From an optimization exercise on the open Yosys and OpenROAD flow, aimed at small area, a short achievable clock period and few clock cycles; shortcuts taken in it are not production practice.
In this exercise RTL edits were held to simulation tests only and were not proved equivalent to the original.
Power figures rest on the tool's default switching activity, not on a simulated workload.

// sigtrans_rx
module sigtrans_rx #(
    parameter [7:0]  SYNC = 8'hAA,       
    parameter integer RX_CAP = 64,
    parameter integer AW = 6             
) (
    input  wire        clk,
    input  wire        rst,
    input  wire        cmd_valid,
    input  wire [31:0] cmd,
    output wire        cmd_ready,
    input  wire [AW-1:0] buf_addr,
    output wire [7:0]  buf_rdata,
    output reg  [3:0]  err,
    output reg  [2:0]  outcome,
    output reg         found,
    output reg         frm_valid,
    output reg  [3:0]  cnt,
    output reg  [AW-1:0] idx,
    output reg  [15:0] length,
    output reg  [7:0]  csum_rx,
    output reg  [7:0]  csum_calc,
    output reg  [3:0]  csum_dist,
    output wire [AW-1:0] frm_off,
    output reg  [AW:0] frm_len,
    output reg  [AW:0] rem_off,
    output reg  [AW:0] pay_off,
    output reg  [AW:0] pay_len,
    output wire [AW:0] rx_len
);
clock: 10.0 ns
lec_check: 0
cap_margin: 20
core_margin: 2
core_utilization: 35
cts_buf_list: sky130_fd_sc_hd__clkbuf_8
place_density: 0.55
setup_slack_margin: 4
slew_margin: 20
tns_end_percent: 0
run.sh (not shown) runs the stock make flow with config.mk's settings and CLKGATE_MAP_FILE= SYNTH_SCRIPT=/design/flow/synth_recipe.tcl, a recipe that flattens the netlist after the stock synthesis.
The baseline completed with no timing, DRC or antenna violations.
Testbench counts at the start, summed over its fixed seeds: cycles 57,519.
Edit:
==> flow/flow/run.sh (new file) <==
#!/bin/bash
# Standard ORFS layout (the standard.sh), except that a222oi_1 is not
# used: it has no stronger size, so timing repair cannot upsize it when it
# ends up driving a long wire. The rest of the list is the platform's own.
set -uo pipefail
DU="sky130_fd_sc_hd__probe_p_8 sky130_fd_sc_hd__probec_p_8 sky130_fd_sc_hd__lpflow_bleeder_1 sky130_fd_sc_hd__lpflow_clkbufkapwr_1 sky130_fd_sc_hd__lpflow_clkbufkapwr_16 sky130_fd_sc_hd__lpflow_clkbufkapwr_2 sky130_fd_sc_hd__lpflow_clkbufkapwr_4 sky130_fd_sc_hd__lpflow_clkbufkapwr_8 sky130_fd_sc_hd__lpflow_clkinvkapwr_1 sky130_fd_sc_hd__lpflow_clkinvkapwr_16 sky130_fd_sc_hd__lpflow_clkinvkapwr_2 sky130_fd_sc_hd__lpflow_clkinvkapwr_4 sky130_fd_sc_hd__lpflow_clkinvkapwr_8 sky130_fd_sc_hd__lpflow_decapkapwr_12 sky130_fd_sc_hd__lpflow_decapkapwr_3 sky130_fd_sc_hd__lpflow_decapkapwr_4 sky130_fd_sc_hd__lpflow_decapkapwr_6 sky130_fd_sc_hd__lpflow_decapkapwr_8 sky130_fd_sc_hd__lpflow_inputiso0n_1 sky130_fd_sc_hd__lpflow_inputiso0p_1 sky130_fd_sc_hd__lpflow_inputiso1n_1 sky130_fd_sc_hd__lpflow_inputiso1p_1 sky130_fd_sc_hd__lpflow_inputisolatch_1 sky130_fd_sc_hd__lpflow_isobufsrc_1 sky130_fd_sc_hd__lpflow_isobufsrc_16 sky130_fd_sc_hd__lpflow_isobufsrc_2 sky130_fd_sc_hd__lpflow_isobufsrc_4 sky130_fd_sc_hd__lpflow_isobufsrc_8 sky130_fd_sc_hd__lpflow_isobufsrckapwr_16 sky130_fd_sc_hd__lpflow_lsbuf_lh_hl_isowell_tap_1 sky130_fd_sc_hd__lpflow_lsbuf_lh_hl_isowell_tap_2 sky130_fd_sc_hd__lpflow_lsbuf_lh_hl_isowell_tap_4 sky130_fd_sc_hd__lpflow_lsbuf_lh_isowell_4 sky130_fd_sc_hd__lpflow_lsbuf_lh_isowell_tap_1 sky130_fd_sc_hd__lpflow_lsbuf_lh_isowell_tap_2 sky130_fd_sc_hd__lpflow_lsbuf_lh_isowell_tap_4 sky130_fd_sc_hd__a222oi_1"
bash standard.sh "DONT_USE_CELLS=$DU" finish > standard.log 2>&1
exit $?
==> flow/standard.sh (new file) <==
#!/bin/bash
# synth_recipe.tcl (not shown) runs the flow's synth.tcl, then flattens the netlist and writes it again
# the make line also repeats each setting of config.mk as NAME=value (left out here)
make -C /OpenROAD-flow-scripts/flow DESIGN_CONFIG=/design/flow/config.mk WORK_HOME=/design/flow/orfs CLKGATE_MAP_FILE= SYNTH_SCRIPT=/design/flow/synth_recipe.tcl "${@:-finish}"
TNS_END_PERCENT = 5   (was 0)
removed: flow/run.sh
The changed run completed without violations.
Synthesized cell count went up by 2.1%.
Sequential share of layout area went down by 1.8 points.
Wire length went up by 1.9%.
Final area went up by 4.5%.
Clock skew went down by 0.0034 ns.
Total power went up by 5.3%.
Via count went up by 0.62%.
Edit:
TNS_END_PERCENT = 0   (was 5)
=>
- non-clock buffer count shrinks by 27
- core utilization shrinks by 0.50 points
- via count grows by 0.66%
Edit:
==> flow/run.sh (new file) <==
#!/bin/bash
# synth_recipe.tcl (not shown) runs the flow's synth.tcl, then flattens the netlist and writes it again
# the make line also repeats each setting of config.mk as NAME=value (left out here)
make -C /OpenROAD-flow-scripts/flow DESIGN_CONFIG=/design/flow/config.mk WORK_HOME=/design/flow/orfs CLKGATE_MAP_FILE= SYNTH_SCRIPT=/design/flow/synth_recipe.tcl finish
CORE_UTILIZATION = 40   (was 35)
removed: flow/flow/run.sh
removed: flow/standard.sh
Global-route usage grows by 7.9 points.
Final cell count shrinks by a few percent.
Area after synthesis shrinks slightly.
Edit:
CORE_UTILIZATION = 35   (was 40)
PLACE_DENSITY = 0.65   (was 0.55)
What happened: The new run ran to the end with no violations. Routed wire length goes down by 5.9%. Worst setup slack gets worse by 0.039 ns. Combinational power goes down by about 0.8%. Fmax goes down by 0.51%. Count of clock-buffer cells in the layout goes down by 18. Clock skew goes up by 0.022 ns. Area after synthesis is unchanged. Total power goes down by about 1.4%.

========
sigtrans_rx, a different RTL version from the one above (not shown whole).
Size: ~3600 cells after synthesis, ~700 flip-flops, about 150 I/O pins.
Settings: LEC_CHECK=0, CAP_MARGIN=20, CORE_MARGIN=2, CORE_UTILIZATION=35, PLACE_DENSITY=0.55, SETUP_SLACK_MARGIN=4, SLEW_MARGIN=20; clock period 10.0 ns.
Stock flow here: none of the scripts above is used.
Testbench counts at the start, summed over its fixed seeds: cycles 60,998.
Edit:
- SETUP_SLACK_MARGIN: 4 -> 5
Result: Sequential share of layout area drops by 1.3 points. Synthesized area is unchanged. Wire length climbs by 4.1%. Clock skew hardly moves. Global-route usage climbs by 1.1 points. Count of clock-buffer cells in the layout drops by 4. Worst hold slack loses 3.2 ps. First-iteration DRC count climbs by 1.7%. Sequential power barely changes. Design area climbs by 3.5%.

========
sigtrans_rx with an RTL version that a note above also has.
Size: roughly 3800 cells after synthesis, about 710 flip-flops, about 150 I/O pins.
clock: 10.0 ns
lec_check: 0
cap_margin: 20
core_margin: 2
core_utilization: 35
cts_buf_list: sky130_fd_sc_hd__clkbuf_8
place_density: 0.55
setup_slack_margin: 4
slew_margin: 20
tns_end_percent: 5
standard.sh (not shown) runs the stock make flow with config.mk's settings and CLKGATE_MAP_FILE= SYNTH_SCRIPT=/design/flow/synth_recipe.tcl, a recipe that flattens the netlist after the stock synthesis.
==> flow/flow/run.sh <==
#!/bin/bash
# Standard ORFS layout (the standard.sh), with the port buffers that
# placement inserts made of the smallest plain buffer; timing repair
# upsizes the ones on critical paths.
set -uo pipefail
export BUFFER_PORTS_ARGS="-buffer_cell sky130_fd_sc_hd__buf_1"
bash standard.sh > standard.log 2>&1
status=$?
exit $status
Testbench counts at the start, summed over its fixed seeds: cycles 57,519.
Change:
==> flow/run.sh (new file) <==
#!/bin/bash
# synth_recipe.tcl (not shown) runs the flow's synth.tcl, then flattens the netlist and writes it again
# the make line also repeats each setting of config.mk as NAME=value (left out here)
make -C /OpenROAD-flow-scripts/flow DESIGN_CONFIG=/design/flow/config.mk WORK_HOME=/design/flow/orfs CLKGATE_MAP_FILE= SYNTH_SCRIPT=/design/flow/synth_recipe.tcl finish
Settings changed: CORE_UTILIZATION 35 to 30, TNS_END_PERCENT 5 to 0.
removed: flow/flow/run.sh
removed: flow/standard.sh
After rerunning: The new run completed with no timing, DRC or antenna violations. Worst setup slack is worse by 0.033 ns. Die area grows by 16%. Combinational power fell by about 3%. Count of clock-buffer cells in the layout increases by 9.

static timing again, ports no longer ideal:
In the flow no input, the clock included, has a driving cell. The finished layouts below were timed again as built, in two steps. Step 1, drivers: a clkbuf_16 drives clk and a buf_2 each remaining input, both assumed. Step 2, shift: input delay + t, output delay - t, t = (earliest + latest rising clock arrival at the registers) / 2. This alone moves slack from input paths to output paths. Slacks: no drivers / after step 1 / after step 2; pairs: no drivers / after step 1.
run | shift t [ns] | slack for setup (ns) | hold WS [ns] | pins driven straight from the clock port
the first run of note 1 | 0.929 | 2.781 / 2.735 / 2.286 | 0.450 / 0.450 / 0.450 | 1
the second run of note 1 | 0.932 | 3.137 / 3.100 / 2.814 | 0.455 / 0.455 / 0.455 | 1
the third run of note 1 | 0.902 | 3.028 / 3.005 / 2.617 | 0.451 / 0.451 / 0.451 | 1
the fourth run of note 1 | 0.915 | 2.542 / 2.492 / 2.204 | 0.448 / 0.448 / 0.448 | 1
the fifth run of note 1 | 0.875 | 2.504 / 2.457 / 2.286 | 0.451 / 0.451 / 0.451 | 1
the first run of note 2 | 0.768 | 3.188 / 3.132 / 3.132 | 0.449 / 0.449 / 0.449 | 1
the second run of note 2 | 0.750 | 3.335 / 3.281 / 3.281 | 0.445 / 0.445 / 0.445 | 1
the first run of note 3 | 0.935 | 2.815 / 2.758 / 2.758 | 0.448 / 0.448 / 0.448 | 1
the second run of note 3 | 0.992 | 2.783 / 2.748 / 2.288 | 0.450 / 0.450 / 0.450 | 1
After both steps every run listed still meets setup and hold.
